Background: an optimization exercise with open tools, aiming at small area. Do not read the settings as production practice.
The RTL was checked by simulation tests, not by an equivalence proof against the original design.
Power figures rest on the tool's default switching activity, not on a simulated workload.

// qspi_core
module qspi_core (
    input  wire           clk,
    input  wire           rst,
    input  wire           cs_raw,
    input  wire           clk_raw,
    input  wire [3:0]     dq_in,
    output wire [3:0]     dq_out,
    output wire           dq_oe,
    output wire           dir_out,
    input  wire [7:0]     p_valid,
    input  wire [1023:0]  p_pkt,
    input  wire [39:0]    p_bc,
    output wire [7:0]     ack,
    output wire [127:0]   pkt_out,
    output wire [4:0]     bc_out,
    output wire [3:0]     flags_out,
    output wire [7:0]     valid,
    input  wire [7:0]     p_ready,
    output wire           rx_ready
);
For scale: about 1300 cells after synthesis, about 280 flip-flops, about 1200 I/O pins, roughly 13000 um^2 of cells after synthesis.
clock: 5.0 ns
lec_check: 0
cap_margin: 20
core_area: 70 70 290 290
die_area: 0 0 360 360
slew_margin: 20
synth_hierarchical: 1
synth_minimum_keep_size: 0
standard.sh (not shown) runs the stock make flow with config.mk's settings and CLKGATE_MAP_FILE= SYNTH_SCRIPT=/design/flow/synth_recipe.tcl, a recipe that flattens the netlist after the stock synthesis.
==> flow/flow/run.sh <==
#!/bin/bash
# Layout flow: the standard ORFS flow with changes that only save cell
# area:
#  - the port buffers are the smallest buffer cell (one per port, as the
#    standard flow places them),
#  - clock tree synthesis uses clkbuf_8 with tighter sink clusters and no
#    dummy loads.
set -euo pipefail
export BUFFER_PORTS_ARGS="-buffer_cell sky130_fd_sc_hd__buf_1"
export CTS_ARGS="-sink_clustering_enable -repair_clock_nets -dont_use_dummy_load -sink_clustering_size 15 -sink_clustering_max_diameter 80 -buf_list sky130_fd_sc_hd__clkbuf_8"
bash standard.sh finish > standard_flow.log 2>&1
The first run passed the timing, DRC and antenna checks.
Edit:
--- a/flow/design.v
+++ b/flow/design.v
@@ -44,30 +44,30 @@
     wire clk_fall =  clk_prev & ~clk_ff1;
     reg [5:0] rx_cnt;
     always @(posedge clk) begin
         if (rst | cs_s)
             rx_cnt <= 6'd62;
         else if (clk_rise)
             rx_cnt <= rx_cnt + 1'b1;
     end
     assign rx_ready = (rx_cnt == 6'd30);
-    localparam [3:0] S_START  = 4'd5,
+    localparam [3:0] S_START  = 4'd7,
                      S_IDLE   = 4'd0,
-                     S_OK     = 4'd2,
+                     S_OK     = 4'd1,
                      S_WSD1   = 4'd3,
-                     S_WSD2   = 4'd1,
-                     S_RECV   = 4'd7,
-                     S_HSH    = 4'd6,
-                     S_WTXN   = 4'd4,
+                     S_WSD2   = 4'd2,
+                     S_RECV   = 4'd6,
+                     S_HSH    = 4'd4,
+                     S_WTXN   = 4'd5,
                      S_SEVT   = 4'd8,
-                     S_SNEVT  = 4'd10,
+                     S_SNEVT  = 4'd9,
                      S_PEVT   = 4'd11,
-                     S_SDATA  = 4'd9,
+                     S_SDATA  = 4'd10,
                      S_SEND   = 4'd12;
     reg [3:0]   fsm;
     reg [2:0]   evt_id;
     reg [127:0] pk;
     reg [127:0] buf_q;
     reg [3:0]   nib;
     reg [3:0]   bc_q;
     wire st_wsd2  = (fsm == S_WSD2);
     wire st_recv  = (fsm == S_RECV);
Wire length fell by 2.8%. Utilization rose by 0.12 points. Sequential share of layout area fell by 0.11 points. Critical path depth rose by 1. Setup slack degrades by 0.35 ns. Sequential power hardly moves. Register-to-register slack improves by 0.05 ns. Global-route usage fell by 0.96 points. Final cell count barely changes. Via count hardly moves. Sequential cell count does not change.

lane 2:
The RTL this note starts from:
==> flow/design.v <==
module qspi_core (
    input  wire           clk,
    input  wire           rst,
    input  wire           cs_raw,
    input  wire           clk_raw,
    input  wire [3:0]     dq_in,
    output wire [3:0]     dq_out,
    output wire           dq_oe,
    output wire           dir_out,
    input  wire [7:0]     p_valid,
    input  wire [1023:0]  p_pkt,
    input  wire [39:0]    p_bc,
    output wire [7:0]     ack,
    output wire [127:0]   pkt_out,
    output wire [4:0]     bc_out,
    output wire [3:0]     flags_out,
    output wire [7:0]     valid,
    input  wire [7:0]     p_ready,
    output wire           rx_ready
);
    reg cs_ff0, cs_ff1, cs_prev;
    reg clk_ff0, clk_ff1, clk_prev;
    always @(posedge clk) begin
        if (rst) begin
            cs_ff0   <= 1'b1;
            cs_ff1   <= 1'b1;
            cs_prev  <= 1'b1;
            clk_ff0  <= 1'b0;
            clk_ff1  <= 1'b0;
            clk_prev <= 1'b0;
        end else begin
            cs_ff0   <= cs_raw;
            cs_ff1   <= cs_ff0;
            cs_prev  <= cs_ff1;
            clk_ff0  <= clk_raw;
            clk_ff1  <= clk_ff0;
            clk_prev <= clk_ff1;
        end
    end
    wire cs_s     = cs_ff1;
    wire cs_fall  =  cs_prev & ~cs_ff1;
    wire cs_rise  = ~cs_prev &  cs_ff1;
    wire clk_rise = ~clk_prev &  clk_ff1;
    wire clk_fall =  clk_prev & ~clk_ff1;
    reg [5:0] rx_cnt;
    always @(posedge clk) begin
        if (rst | cs_s)
            rx_cnt <= 6'd0;
        else if (clk_rise)
            rx_cnt <= rx_cnt + 1'b1;
    end
    assign rx_ready = (rx_cnt == 6'd32);
    localparam [3:0] S_START  = 4'd0,
                     S_IDLE   = 4'd1,
                     S_OK     = 4'd2,
                     S_WSD1   = 4'd3,
                     S_WSD2   = 4'd4,
                     S_RECV   = 4'd5,
                     S_HSH    = 4'd6,
                     S_WTXN   = 4'd7,
                     S_SEVT   = 4'd8,
                     S_SNEVT  = 4'd9,
                     S_PEVT   = 4'd10,
                     S_SDATA  = 4'd11,
                     S_SEND   = 4'd12;
    reg [3:0]   fsm;
    reg [2:0]   evt_id;
    reg [127:0] pk;
    reg [127:0] buf_q;
    reg [3:0]   nib;
    reg [3:0]   bc_q;
    wire st_wsd2  = (fsm == S_WSD2);
    wire st_recv  = (fsm == S_RECV);
    wire st_hsh   = (fsm == S_HSH);
    wire st_wtxn  = (fsm == S_WTXN);
    wire st_snevt = (fsm == S_SNEVT);
    wire st_pevt  = (fsm == S_PEVT);
    wire st_sdata = (fsm == S_SDATA);
    wire st_send  = (fsm == S_SEND);
    wire st_wsd   = (fsm == S_WSD1) | st_wsd2;
    reg       any_valid;
    reg [2:0] poll_id;
    integer i;
    always @(*) begin
        any_valid = 1'b0;
        poll_id   = 3'd0;
        for (i = 7; i >= 0; i = i - 1) begin
            if (p_valid[i]) begin
                any_valid = 1'b1;
                poll_id   = i[2:0];
            end
        end
    end
    wire [2:0] dest_id   = pk[126:124];
    wire       ready_eff = |(valid & p_ready);
    always @(posedge clk) begin
        if (rst) begin
            fsm <= S_START;
        end else begin
            case (fsm)
                S_START: fsm <= S_IDLE;
                S_IDLE: begin
                    if (cs_fall)        fsm <= S_OK;
                    else if (any_valid) fsm <= S_SEVT;
                end
                S_OK:    if (cs_rise) fsm <= S_WSD1;
                S_WSD1:  fsm <= cs_fall ? S_RECV : S_WSD2;
                S_WSD2:  if (cs_fall) fsm <= S_RECV;
                S_RECV:  if (cs_rise) fsm <= S_HSH;
                S_HSH:   if (ready_eff) fsm <= S_WTXN;
                S_WTXN:  if (cs_rise) fsm <= S_IDLE;
                S_SEVT:  if (cs_fall) fsm <= S_SNEVT;
                S_SNEVT: if (cs_rise) fsm <= S_PEVT;
                S_PEVT:  fsm <= S_SDATA;
                S_SDATA: if (cs_fall) fsm <= S_SEND;
                S_SEND:  if (cs_rise) fsm <= S_IDLE;
                default: fsm <= S_IDLE;
            endcase
        end
    end
    always @(posedge clk) begin
        if ((fsm == S_IDLE) & ~cs_fall & any_valid)
            evt_id <= poll_id;
    end
    wire [7:0] evt_sel, ld;
    genvar g;
    generate
        for (g = 0; g < 8; g = g + 1) begin : g_ld
            assign evt_sel[g] = (evt_id == g);
            assign ld[g]      = st_pevt & evt_sel[g];
        end
    endgenerate
    wire rx_sh  = st_recv & clk_rise;
    wire tx_sh  = st_send & clk_fall;
    wire b_sh   = rx_sh | tx_sh;
    wire b_hold = ~(b_sh | st_pevt | st_wsd);
    wire [127:0] b_in = {dq_in & {4{rx_sh}}, buf_q[127:4]};
    wire a_ld   = st_recv & cs_rise & ~rst;
    wire a_hold = ~(st_recv & cs_rise) & ~rst;
    wire [127:0] b_d, a_d;
    generate
        for (g = 0; g < 128; g = g + 1) begin : g_bit
            wire [7:0] pb;
            wire y0, y1, y2, y3;
            assign pb = {p_pkt[7*128 + 4*(31-g/4) + g%4], p_pkt[6*128 + 4*(31-g/4) + g%4],
                         p_pkt[5*128 + 4*(31-g/4) + g%4], p_pkt[4*128 + 4*(31-g/4) + g%4],
                         p_pkt[3*128 + 4*(31-g/4) + g%4], p_pkt[2*128 + 4*(31-g/4) + g%4],
                         p_pkt[1*128 + 4*(31-g/4) + g%4], p_pkt[0*128 + 4*(31-g/4) + g%4]};
            qspi_aoi222 u_y0 (.a1(ld[0]), .a2(pb[0]), .b1(ld[1]), .b2(pb[1]), .c1(ld[2]), .c2(pb[2]), .y(y0));
            qspi_aoi222 u_y1 (.a1(ld[3]), .a2(pb[3]), .b1(ld[4]), .b2(pb[4]), .c1(ld[5]), .c2(pb[5]), .y(y1));
            qspi_aoi222 u_y2 (.a1(ld[6]), .a2(pb[6]), .b1(ld[7]), .b2(pb[7]), .c1(b_sh), .c2(b_in[g]), .y(y2));
            qspi_nand2  u_y3 (.a(b_hold), .b(buf_q[g]), .y(y3));
            qspi_nand4  u_d  (.a(y0), .b(y1), .c(y2), .d(y3), .y(b_d[g]));
            qspi_ao22   u_a  (.a1(a_ld), .a2(buf_q[g]), .b1(a_hold), .b2(pk[g]), .y(a_d[g]));
        end
    endgenerate
    always @(posedge clk) begin
        buf_q <= b_d;
        pk    <= a_d;
    end
    always @(posedge clk) begin
        if (rst)
            bc_q <= 4'd0;
        else if (st_recv & cs_rise)
            bc_q <= rx_cnt[4:1] - 1'b1;
    end
    always @(posedge clk) begin
        if (rst)
            nib <= 4'd0;
        else if (st_sdata)
            nib <= buf_q[11:8];
    end
    reg  [3:0] evt_bc;
    always @(*) begin
        evt_bc = 4'd0;
        for (i = 0; i < 8; i = i + 1)
            evt_bc = evt_bc | ({4{evt_sel[i]}} & p_bc[5*i +: 4]);
    end
    wire [3:0] hdr_hi = st_snevt ? evt_bc : 4'hF;
    wire [3:0] hdr_lo = st_snevt ? {1'b0, evt_id} : ((st_hsh | st_wtxn) ? 4'hF : 4'h0);
    wire [1:0] rc     = rx_cnt[1:0];
    wire       k0     = (rc == 2'd0) | ((rc == 2'd1) & clk_prev);
    wire       k2     = (rc == 2'd2) & ~clk_prev;
    wire [3:0] hdr_nib = k0 ? hdr_hi : (k2 ? nib : hdr_lo);
    assign dq_out  = cs_prev ? 4'd0 : (st_send ? buf_q[3:0] : hdr_nib);
    assign dq_oe   = ~(st_wsd2 | st_recv);
    assign dir_out = fsm[3];
    assign pkt_out   = pk;
    assign flags_out = pk[123:120];
    assign bc_out    = {1'b0, bc_q};
    generate
        for (g = 0; g < 8; g = g + 1) begin : g_slot
            assign valid[g] = st_hsh & (dest_id == g);
            assign ack[g]   = ld[g];
        end
    endgenerate
endmodule
module qspi_aoi222 (input wire a1, a2, b1, b2, c1, c2, output wire y);
    assign y = ~((a1 & a2) | (b1 & b2) | (c1 & c2));
endmodule
module qspi_ao22 (input wire a1, a2, b1, b2, output wire y);
    assign y = (a1 & a2) | (b1 & b2);
endmodule
module qspi_nand2 (input wire a, b, output wire y);
    assign y = ~(a & b);
endmodule
module qspi_nand4 (input wire a, b, c, d, output wire y);
    assign y = ~(a & b & c & d);
endmodule
export LEC_CHECK = 0
export CAP_MARGIN = 20
export CORE_AREA = 6 6 354 354
export DIE_AREA = 0 0 360 360
export SLEW_MARGIN = 20
export SYNTH_HIERARCHICAL = 1
export SYNTH_MINIMUM_KEEP_SIZE = 0
create_clock -name core_clock -period 5.0 [get_ports {clk}]
==> flow/flow/run.sh <==
#!/bin/bash
# Layout flow: the standard ORFS flow with two changes that only save
# cell area:
#  - the port buffers are the smallest buffer cell (one per port, as the
#    standard flow places them),
#  - clock tree synthesis uses clkbuf_8 with tighter sink clusters and no
#    dummy loads.
set -euo pipefail
export BUFFER_PORTS_ARGS="-buffer_cell sky130_fd_sc_hd__buf_1"
export CTS_ARGS="-sink_clustering_enable -repair_clock_nets -dont_use_dummy_load -sink_clustering_size 15 -sink_clustering_max_diameter 80 -buf_list sky130_fd_sc_hd__clkbuf_8"
bash standard.sh finish > standard_flow.log 2>&1
> inputs changed (lane 2 -> lane 5)
-- flow/design.v --
<<< lane 2, line 46
    always @(posedge clk) begin
        if (rst | cs_s)
            rx_cnt <= 6'd0;
        else if (clk_rise)
            rx_cnt <= rx_cnt + 1'b1;
    end
    assign rx_ready = (rx_cnt == 6'd32);
    localparam [3:0] S_START  = 4'd0,
                     S_IDLE   = 4'd1,
                     S_OK     = 4'd2,
                     S_WSD1   = 4'd3,
                     S_WSD2   = 4'd4,
                     S_RECV   = 4'd5,
                     S_HSH    = 4'd6,
                     S_WTXN   = 4'd7,
                     S_SEVT   = 4'd8,
                     S_SNEVT  = 4'd9,
                     S_PEVT   = 4'd10,
                     S_SDATA  = 4'd11,
                     S_SEND   = 4'd12;
    reg [3:0]   fsm;
>>> lane 5, line 46
    always @(posedge clk) begin
        if (rst | cs_s)
            rx_cnt <= 6'd62;
        else if (clk_rise)
            rx_cnt <= rx_cnt + 1'b1;
    end
    assign rx_ready = (rx_cnt == 6'd30);
    localparam [3:0] S_START  = 4'd7,
                     S_IDLE   = 4'd0,
                     S_OK     = 4'd1,
                     S_WSD1   = 4'd3,
                     S_WSD2   = 4'd2,
                     S_RECV   = 4'd6,
                     S_HSH    = 4'd4,
                     S_WTXN   = 4'd5,
                     S_SEVT   = 4'd8,
                     S_SNEVT  = 4'd9,
                     S_PEVT   = 4'd11,
                     S_SDATA  = 4'd10,
                     S_SEND   = 4'd12;
    reg [3:0]   fsm;
<<< lane 2, line 163
            bc_q <= 4'd0;
        else if (st_recv & cs_rise)
            bc_q <= rx_cnt[4:1] - 1'b1;
    end
    always @(posedge clk) begin
>>> lane 5, line 163
            bc_q <= 4'd0;
        else if (st_recv & cs_rise)
            bc_q <= rx_cnt[4:1];
    end
    always @(posedge clk) begin
<<< lane 2, line 179
    wire [3:0] hdr_hi = st_snevt ? evt_bc : 4'hF;
    wire [3:0] hdr_lo = st_snevt ? {1'b0, evt_id} : ((st_hsh | st_wtxn) ? 4'hF : 4'h0);
    wire [1:0] rc     = rx_cnt[1:0];
    wire       k0     = (rc == 2'd0) | ((rc == 2'd1) & clk_prev);
    wire       k2     = (rc == 2'd2) & ~clk_prev;
>>> lane 5, line 179
    wire [3:0] hdr_hi = st_snevt ? evt_bc : 4'hF;
    wire [3:0] hdr_lo = st_snevt ? {1'b0, evt_id} : ((st_hsh | st_wtxn) ? 4'hF : 4'h0);
    wire [1:0] rc     = {~rx_cnt[1], rx_cnt[0]};   
    wire       k0     = (rc == 2'd0) | ((rc == 2'd1) & clk_prev);
    wire       k2     = (rc == 2'd2) & ~clk_prev;
### Flow results
Sort lane 2 and lane 5 by sequential share of layout area, descending, and lane 5 comes first. In lane 5 the setup slack after placement turned out 0.31 ns lower than in lane 2. Measured against lane 5, the total power of lane 2 comes out at 1.2 times the reference value. Final instance area in lane 5 vs lane 2: down 320 um2. Synthesized cell count for lane 5: 10 down relative to lane 2.

## static timing again, ports no longer ideal
Ports are ideal in the flow. The routed layouts listed here were re-timed in OpenROAD. Step 1: set_driving_cell puts a clkbuf_16 on clk and a buf_2 on each other input, an assumption about the parent block. Step 2 adds t to the input delays and takes it off the output delays; t is the mean of the earliest and latest rising clock arrival at the registers after step 1. Input paths then give back, and output paths get back, about the clock's delay inside the block. Slacks: no drivers / after step 1 / after step 2; pairs: no drivers / after step 1.
| run | t, ns | setup WS [ns] | worst setup path at the end | worst slew at a driven data input, ns | cell pins on the clock port's net |
|---|---|---|---|---|---|
| the first run of note 1 | 0.661 | 0.917 / 0.854 / 1.515 | register to output | 0.31 | 1 |
| the second run of note 1 | 0.641 | 0.567 / 0.506 / 1.147 | register to output | 0.28 | 1 |
| lane 2 | 0.778 | 0.575 / 0.500 / 1.252 | register to register | 0.37 | 1 |
| lane 5 | 0.758 | 0.502 / 0.434 / 1.146 | register to register | 0.30 | 1 |
After both steps setup and hold are still met in every run listed.
